Background: an optimization exercise with open tools, aiming at small area, a short achievable clock period and few clock cycles. Do not read the settings as production practice. The RTL was checked by simulation tests, not by an equivalence proof against the original design. Power and IR drop assume default switching activity.

**design/flow/config.mk**
```make
export PLATFORM = sky130hd
export DESIGN_NAME = vn_core
export DESIGN_NICKNAME = vn_core
export VERILOG_FILES = /design/flow/design.v
export SDC_FILE = /design/flow/constraint.sdc
export NUM_CORES = 4
export LEC_CHECK = 0
export CAP_MARGIN = 20
export CORE_MARGIN = 2
export CORE_UTILIZATION = 30
export PLACE_DENSITY = 0.5
export SLEW_MARGIN = 20
```
**design/flow/constraint.sdc**
```tcl
create_clock -name core_clock -period 10.0 [get_ports {clk}]
set_input_delay 2.0000 -clock core_clock [delete_from_list [all_inputs] [get_ports {clk}]]
set_output_delay 2.0000 -clock core_clock [all_outputs]
set_load 0.01 [all_outputs]
```
**design/flow/design.v**
```verilog
module vn_bus_fifo (
    input  wire        clk,
    input  wire        rst_n,
    input  wire        push,
    input  wire [19:0] push_data,
    input  wire        pop,
    output wire [19:0] head
);
    reg [19:0] q0, q1, q2;
    reg [1:0]  count;
    assign head  = q0;
    wire [1:0] count_after_pop = (pop && count != 2'd0) ? count - 2'd1 : count;
    always @(posedge clk) begin
        if (!rst_n) begin
            count <= 2'd0;
        end else begin
            if (pop) begin
                q0 <= q1;
                q1 <= q2;
            end
            if (push) begin
                case (count_after_pop)
                    2'd0: q0 <= push_data;
                    2'd1: q1 <= push_data;
                    default: q2 <= push_data;
                endcase
            end
            count <= count_after_pop + (push ? 2'd1 : 2'd0);
        end
    end
endmodule
module vn_alu (
    input  wire [3:0]  op,
    input  wire [19:0] a,     
    input  wire [19:0] b,     
    output reg  [19:0] y
);
    always @(*) begin
        case (op)
            4'h3:    y = a + b;       
            4'h4:    y = a - b;       
            4'h5:    y = a & b;       
            4'h6:    y = a | b;       
            4'h7:    y = ~a;          
            4'h8:    y = a ^ b;       
            default: y = b;
        endcase
    end
endmodule
module vn_memory (
    input  wire        clk,
    input  wire        we,
    input  wire [6:0]  waddr,
    input  wire [19:0] wdata,
    input  wire [6:0]  raddr,
    output wire [19:0] rdata,
    input  wire [6:0]  obs_addr,
    output wire [19:0] obs_data
);
    localparam MEM_SIZE = 100;
    reg [19:0] mem [0:MEM_SIZE-1];
    always @(posedge clk) begin
        if (we && waddr < MEM_SIZE)
            mem[waddr] <= wdata;
    end
    assign rdata    = (raddr    < MEM_SIZE) ? mem[raddr]    : 20'd0;
    assign obs_data = (obs_addr < MEM_SIZE) ? mem[obs_addr] : 20'd0;
endmodule
module vn_core (
    input  wire        clk,
    input  wire        rst_n,        
    input  wire        tick,         
    input  wire        cancel,       
    output wire        ready,        
    output reg  [2:0]  status,       
    output reg  [1:0]  fault_reason, 
    output reg         fault_phase,  
    input  wire        load_we,
    input  wire [6:0]  load_addr,
    input  wire [19:0] load_data,
    input  wire [6:0]  obs_addr,
    output wire [19:0] obs_data,
    output reg  [19:0] pc,
    output reg  [19:0] mar,
    output reg  [19:0] mdr,
    output reg  [19:0] cir,
    output reg  [19:0] acc,
    output wire        in_req,
    input  wire        in_valid,
    input  wire        in_eoi,
    input  wire [19:0] in_data,
    output wire        out_valid,
    output wire [19:0] out_data
);
    localparam [2:0] ST_RUNNING   = 3'd0,
                     ST_HALTED    = 3'd1,
                     ST_FAULTED   = 3'd2,
                     ST_EXHAUSTED = 3'd3,
                     ST_CANCELLED = 3'd4;
    localparam [1:0] FR_NONE      = 2'd0,
                     FR_OPCODE    = 2'd1,
                     FR_ADDRESS   = 2'd2;
    localparam [3:0] OP_LDA = 4'h1, OP_STA = 4'h2, OP_ADD = 4'h3, OP_SUB = 4'h4,
                     OP_AND = 4'h5, OP_OR  = 4'h6, OP_NOT = 4'h7, OP_XOR = 4'h8,
                     OP_INP = 4'h9, OP_OUT = 4'hA, OP_HLT = 4'hB;
    localparam [4:0] S_IDLE    = 5'd0,
                     S_F1_PUSH = 5'd1,    
                     S_F1_POP  = 5'd2,    
                     S_F2      = 5'd3,    
                     S_F3      = 5'd4,    
                     S_F4      = 5'd5,    
                     S_F5      = 5'd6,    
                     S_F6      = 5'd7,    
                     S_DECODE  = 5'd8,
                     S_EXECUTE = 5'd9,    
                     S_RD_SERVE= 5'd10,   
                     S_RD_POP  = 5'd11,   
                     S_ALU     = 5'd12,   
                     S_ST_PUSH = 5'd13,   
                     S_ST_ADDR = 5'd14,   
                     S_ST_DATA = 5'd15,   
                     S_INP     = 5'd16;   
    reg [4:0]  state;
    reg        fetched_v;
    reg [19:0] fetched;
    reg        decoded_v;
    reg [3:0]  dec_op;
    reg [15:0] dec_opd;
    reg [19:0] m_word;
    reg [19:0] st_addr;
    reg         bus_push;
    reg  [19:0] bus_wdata;
    reg         bus_pop;
    wire [19:0] bus_head;
    vn_bus_fifo u_bus (
        .clk(clk), .rst_n(rst_n),
        .push(bus_push), .push_data(bus_wdata),
        .pop(bus_pop), .head(bus_head)
    );
    wire        addr_ok = (bus_head[19:7] == 13'd0) && (bus_head[6:0] < 7'd100);
    wire        mem_we;
    wire [6:0]  mem_waddr;
    wire [19:0] mem_wdata;
    wire [19:0] mem_rdata;
    wire        st_addr_ok = (st_addr[19:7] == 13'd0) && (st_addr[6:0] < 7'd100);
    wire        store = (state == S_ST_DATA) && st_addr_ok;
    assign mem_we    = store || load_we;
    assign mem_waddr = store ? st_addr[6:0] : load_addr;
    assign mem_wdata = store ? bus_head : load_data;
    vn_memory u_mem (
        .clk(clk),
        .we(mem_we), .waddr(mem_waddr), .wdata(mem_wdata),
        .raddr(bus_head[6:0]), .rdata(mem_rdata),
        .obs_addr(obs_addr), .obs_data(obs_data)
    );
    wire [19:0] alu_y;
    vn_alu u_alu (.op(dec_op), .a(acc), .b(m_word), .y(alu_y));
    wire uses_memory = (dec_op == OP_LDA) || (dec_op == OP_ADD) || (dec_op == OP_SUB) ||
                       (dec_op == OP_AND) || (dec_op == OP_OR)  || (dec_op == OP_XOR);
    assign ready     = (state == S_IDLE);
    assign in_req    = (state == S_INP);
    assign out_valid = (state == S_EXECUTE) && (dec_op == OP_OUT);
    assign out_data  = acc;
    always @(*) begin
        bus_push  = 1'b0;
        bus_wdata = 20'd0;
        bus_pop   = 1'b0;
        case (state)
            S_F1_PUSH: begin bus_push = 1'b1; bus_wdata = pc; end
            S_F1_POP:  bus_pop = 1'b1;
            S_F2:      begin bus_push = 1'b1; bus_wdata = mar; end
            S_F3, S_RD_SERVE: begin
                bus_pop = 1'b1;
                if (addr_ok) begin bus_push = 1'b1; bus_wdata = mem_rdata; end
            end
            S_F4, S_RD_POP: bus_pop = 1'b1;
            S_EXECUTE: if (decoded_v && (uses_memory || dec_op == OP_STA)) begin
                bus_push = 1'b1; bus_wdata = {4'd0, dec_opd};
            end
            S_ST_PUSH: begin bus_push = 1'b1; bus_wdata = acc; end
            S_ST_ADDR, S_ST_DATA: bus_pop = 1'b1;
            default: ;
        endcase
    end
    always @(posedge clk) begin
        if (!rst_n) begin
            state        <= S_IDLE;
            status       <= ST_RUNNING;
            fault_reason <= FR_NONE;
            fault_phase  <= 1'b0;
            pc           <= 20'd0;
            mar          <= 20'd0;
            mdr          <= 20'd0;
            cir          <= 20'd0;
            acc          <= 20'd0;
            fetched_v    <= 1'b0;
            decoded_v    <= 1'b0;
        end else begin
            case (state)
                S_IDLE: begin
                    if (status == ST_RUNNING) begin
                        if (cancel)
                            status <= ST_CANCELLED;
                        else if (tick)
                            state <= S_F1_PUSH;
                    end
                end
                S_F1_PUSH: state <= S_F1_POP;
                S_F1_POP: begin
                    mar   <= bus_head;
                    state <= S_F2;
                end
                S_F2: state <= S_F3;
                S_F3: begin
                    if (addr_ok) begin
                        state <= S_F4;
                    end else begin
                        status       <= ST_FAULTED;
                        fault_reason <= FR_ADDRESS;
                        fault_phase  <= 1'b0;
                        state        <= S_IDLE;
                    end
                end
                S_F4: begin
                    mdr   <= bus_head;
                    state <= S_F5;
                end
                S_F5: begin
                    pc    <= pc + 20'd1;
                    state <= S_F6;
                end
                S_F6: begin
                    fetched   <= mdr;
                    fetched_v <= 1'b1;
                    cir       <= mdr;
                    state     <= S_DECODE;
                end
                S_DECODE: begin
                    if (fetched_v) begin
                        dec_op    <= fetched[19:16];
                        dec_opd   <= fetched[15:0];
                        decoded_v <= 1'b1;
                        fetched_v <= 1'b0;
                    end
                    state <= S_EXECUTE;
                end
                S_EXECUTE: begin
                    if (!decoded_v) begin
                        state <= S_IDLE;
                    end else if (uses_memory) begin
                        state <= S_RD_SERVE;
                    end else begin
                        case (dec_op)
                            OP_STA: state <= S_ST_PUSH;
                            OP_NOT: begin
                                acc       <= alu_y;
                                decoded_v <= 1'b0;
                                state     <= S_IDLE;
                            end
                            OP_INP: state <= S_INP;
                            OP_OUT: begin
                                decoded_v <= 1'b0;
                                state     <= S_IDLE;
                            end
                            OP_HLT: begin
                                status    <= ST_HALTED;
                                decoded_v <= 1'b0;
                                state     <= S_IDLE;
                            end
                            default: begin
                                status       <= ST_FAULTED;
                                fault_reason <= FR_OPCODE;
                                fault_phase  <= 1'b1;
                                decoded_v    <= 1'b0;
                                state        <= S_IDLE;
                            end
                        endcase
                    end
                end
                S_RD_SERVE: begin
                    if (addr_ok) begin
                        state <= S_RD_POP;
                    end else begin
                        status       <= ST_FAULTED;
                        fault_reason <= FR_ADDRESS;
                        fault_phase  <= 1'b1;
                        decoded_v    <= 1'b0;
                        state        <= S_IDLE;
                    end
                end
                S_RD_POP: begin
                    if (dec_op == OP_LDA) begin
                        acc       <= bus_head;
                        decoded_v <= 1'b0;
                        state     <= S_IDLE;
                    end else begin
                        m_word <= bus_head;
                        state  <= S_ALU;
                    end
                end
                S_ALU: begin
                    acc       <= alu_y;
                    decoded_v <= 1'b0;
                    state     <= S_IDLE;
                end
                S_ST_PUSH: state <= S_ST_ADDR;
                S_ST_ADDR: begin
                    st_addr <= bus_head;
                    state   <= S_ST_DATA;
                end
                S_ST_DATA: begin
                    if (!st_addr_ok) begin
                        status       <= ST_FAULTED;
                        fault_reason <= FR_ADDRESS;
                        fault_phase  <= 1'b1;
                    end
                    decoded_v <= 1'b0;
                    state     <= S_IDLE;
                end
                S_INP: begin
                    if (in_valid) begin
                        acc       <= in_data;
                        decoded_v <= 1'b0;
                        state     <= S_IDLE;
                    end else if (in_eoi) begin
                        status    <= ST_EXHAUSTED;
                        decoded_v <= 1'b0;
                        state     <= S_IDLE;
                    end
                end
                default: state <= S_IDLE;
            endcase
        end
    end
endmodule
```
**design/flow/run.sh**
```bash
#!/bin/bash
# synth_recipe.tcl (not shown) runs the flow's synth.tcl, then flattens the netlist and writes it again
# the make line also repeats each setting of config.mk as NAME=value (left out here)
make -C /OpenROAD-flow-scripts/flow DESIGN_CONFIG=/design/flow/config.mk WORK_HOME=/design/flow/orfs CLKGATE_MAP_FILE= SYNTH_SCRIPT=/design/flow/synth_recipe.tcl finish
```
==> run notes <==
-- area by class of cell --
cell class	instances	share of cell area, %
inverters	76	0.235
well taps	4751	4.79
multi-input cells	2933	31.1
diodes	28	0.0565
clock inverters	132	0.942
flip-flops and latches	2262	53.8
repair buffers	447	3.47
clock buffers	321	5.66
-- critical path, cell delays in order --
cell and delay (ns):
buf_8 0.45, buf_4 0.46, mux4_2 0.57, mux4_2 0.50, mux2_2 0.38, o21ai_1 0.98
o21ai_0 0.22, clkdlybuf4s50_1 0.54
-- worst min path at each step --
stage	from	to	slack (ns)
finish	fetched[14]	dec_opd[14]	0.40
global route	fetched[3]	dec_opd[3]	0.42
CTS	fetched[3]	dec_opd[3]	0.40
detailed placement	fetched[3]	dec_opd[3]	0.41
global placement	fetched[14]	dec_opd[14]	0.40
floorplan	fetched[16]	dec_op[0]	0.40
-- cell families after synthesis --
logic type,synth area share (%)
xor+xnor,0.402
simple gates,3.63
buf+inv,2.32
flops,62.4
fa+ha+maj,0.766
mux,27.0
compound gates,3.51
-- power groups by stage --
stage | combinational, mW | sequential, mW | clock [mW]
floorplan | 5.27 | 10.9 | 0
global placement | 8.20 | 11.1 | 0
detailed placement | 8.19 | 11.1 | 0
CTS | 8.21 | 10.9 | 9.58
global route | 8.52 | 11.0 | 9.94
finish | 8.19 | 10.9 | 9.43
-- routing by layer --
| metal | track usage (%) | vias up | share of wire [%] |
|---|---|---|---|
| met5 | 0 | - | 0.020 |
| met3 | 4.26 | 621 | 8.5 |
| met4 | 8.02 | 12 | 4.2 |
| met1 | 27.8 | 34500 | 40 |
| met2 | 33.0 | 3344 | 47 |
| li1 | - | 24700 | - |
-- synth_stat cells (10+ instances only) --
cell type / instances / share of area [%]
a221o_1: 11 / 0.10
a22oi_1: 33 / 0.23
a31oi_1: 37 / 0.22
buf_4: 45 / 0.32
and3_1: 15 / 0.088
buf_6: 26 / 0.27
mux2_2: 67 / 0.71
mux4_2: 1207 / 25
nor2b_1: 13 / 0.076
o21ai_1: 23 / 0.11
nor2_1: 250 / 0.88
a211oi_1: 30 / 0.21
a221oi_1: 28 / 0.23
a21o_1: 10 / 0.070
inv_1: 69 / 0.24
o211ai_1: 15 / 0.11
nand3_1: 46 / 0.22
o22ai_1: 21 / 0.12
clkbuf_1: 186 / 0.65
ha_1: 63 / 0.74
and2_1: 25 / 0.15
nor4_1: 17 / 0.099
nand4_1: 10 / 0.059
a222oi_1: 13 / 0.12
nor3_1: 40 / 0.19
o21ai_0: 85 / 0.40
nand2b_1: 16 / 0.094
edfxtp_1: 2140 / 60
buf_2: 130 / 0.61
xor2_1: 16 / 0.13
xnor2_1: 33 / 0.27
nand2_1: 404 / 1.4
a21oi_1: 165 / 0.77
o31ai_1: 10 / 0.070
buf_1: 57 / 0.20
a311oi_1: 10 / 0.082
dfxtp_1: 122 / 2.3
a22o_1: 10 / 0.082
or3_1: 14 / 0.082
mux2i_1: 89 / 0.83
==> impl_metrics.env <==
export IMPL_status="finished clean"
export IMPL_drc=0
export IMPL_cts_hold_buf=0
export IMPL_stdcell_count=11000
export IMPL_dp_hpwl_mm=235
export IMPL_end_kind="output port"
export IMPL_place_inst=10500
export IMPL_numPortBuffers=209
export IMPL_min_period_ns=8.21
export IMPL_dr_pass1_iters=8
export IMPL_initialDrtViolationCount=8011
export IMPL_overflow=0
export IMPL_cts_resized=0
export IMPL_switching_share_pct=31.9
export IMPL_rows=219
export IMPL_min_path_cells=0
export IMPL_fin_area_mm2=0.124
export IMPL_postCtsSetupBuffers=0
export IMPL_mostFrequentLayoutCell="edfxtp_1"
export IMPL_startpoint_type="primary input"
export IMPL_cts_tree="yes"
export IMPL_wl_per_cell_um=35.0
export IMPL_p_int_mw=19.5
export IMPL_synth_edf_count=2140
export IMPL_yosysWarnings=4
export IMPL_multiInputGateArea_mm2=0.0385
export IMPL_die_x_um=601
export IMPL_peakVddDrop_mv=0.184
export IMPL_fin_crit_sh_pct=82.1
export IMPL_critPathCapture="obs_data[5]"
export IMPL_track_usage_pct=20.7
export IMPL_ys_seq_area_share_pct=62.4
export IMPL_ios=210
export IMPL_leakage_nw=38.2
export IMPL_final_seq_area_mm2=0.0667
export IMPL_grt_max_degree=105
export IMPL_cts_buffers=266
export IMPL_r2r_end="u_mem.mem[50][14]"
export IMPL_place_worst_setup_slack_ns=1.82
export IMPL_largest_reg_flops=2000
export IMPL_startpoint="obs_addr[0]"
export IMPL_top_register="u_mem.mem"
export IMPL_worst_pin_slew_ns=1.24
export IMPL_path_class="primary input to output port"
export IMPL_dpl_cell_area_mm2=0.116
export IMPL_r2r_setup_slack_ns=4.11
export IMPL_setup_viol=0
export IMPL_synth_area_per_cell_um2=18.7
export IMPL_holdWs_ns=0.396
export IMPL_core_area_mm2=0.355
export IMPL_fmax_ghz=0.122
export IMPL_powerDensity_mw_per_mm2=230
export IMPL_clk_latency_ns=0.86
export IMPL_syn_nets=5840
export IMPL_skew_ns=0.0490
export IMPL_finalHoldViolations=0
export IMPL_cts_buffer_depth=4
export IMPL_synth_distinct_cells=83
export IMPL_final_max_slew_viol_count=0
export IMPL_cts_sink_count=2262
export IMPL_rsz0062_at_grt="no"
export IMPL_tns_ns=0
export IMPL_reg2reg_depth=7
export IMPL_pwr_share_comb_pct=28.7
export IMPL_drv_cap=0
export IMPL_grt_pass1_wl_mm=525
export IMPL_die_area_mm2=0.361
export IMPL_gp_congestion=0.881
export IMPL_crit_fanout=43
export IMPL_root_buffer="clkbuf_16"
export IMPL_fp_dieH_um=601
export IMPL_ys_flop_type="edfxtp_1"
export IMPL_max_slew_margin_pct=16.8
export IMPL_htree_num_levels=5
export IMPL_async_flop_share_pct=0
export IMPL_cp_arrival_ns=6.21
export IMPL_vias=63200
export IMPL_finalPower_mw=28.6
export IMPL_fin_nets=6111
export IMPL_r2r_start="state[2]"
export IMPL_clkPwrFrac_pct=33.0
export IMPL_final_core_util_pct=34.9
export IMPL_power_frac_seq_pct=38.3
export IMPL_ant_nets=0
export IMPL_antenna_found_initial=36
export IMPL_grt_pass1_vias=62800
export IMPL_power_switching_mw=9.11
export IMPL_cp_required_ns=8.00
export IMPL_synth_cells=5715
export IMPL_start_util_pct=30.1
export IMPL_drive_gt1_share_pct=33.1
export IMPL_setup_slack_ns=1.79
export IMPL_min_path_type="flip-flop to flip-flop"
export IMPL_fillers=33100
export IMPL_netlist_area_mm2=0.107
export IMPL_yosys_register_bits=2262
export IMPL_clkTransAtPathRegs_ns=0.06
export IMPL_wl_mm=383
export IMPL_layout_common_cells="edfxtp_1, mux4_2, nand2_1, clkbuf_16, buf_4"
export IMPL_syn_to_final_growth_pct=16.1
export IMPL_viasPerCell=5.77
Testbench counts, summed over its fixed seeds: cycles 101,366.

-- port drivers added, routing unchanged --
Ports are ideal in the flow. The routed layout listed here was re-timed in OpenROAD.
Step 1: set_driving_cell puts a clkbuf_16 on clk and a buf_2 on each other input, an assumption about the parent block.
Step 2 times the ports against the registers' clock, not the clock port: input delays grow and output delays shrink by t, the midpoint of the rising clock arrivals with the driver on.
a / b / c = ideal ports / drivers / drivers and shift; a / b = the first two.
t (ns): 0.941
slack for setup (ns): 1.790 / 1.707 / 1.707
latest minus earliest clock arrival (ns): 0.056 / 0.056
cell pins on the clock port's net: 1
After both steps setup and hold are still met in this run. For this run, drivers alone change the setup slack by -0.083 ns; drivers and shift together by -0.083 ns.
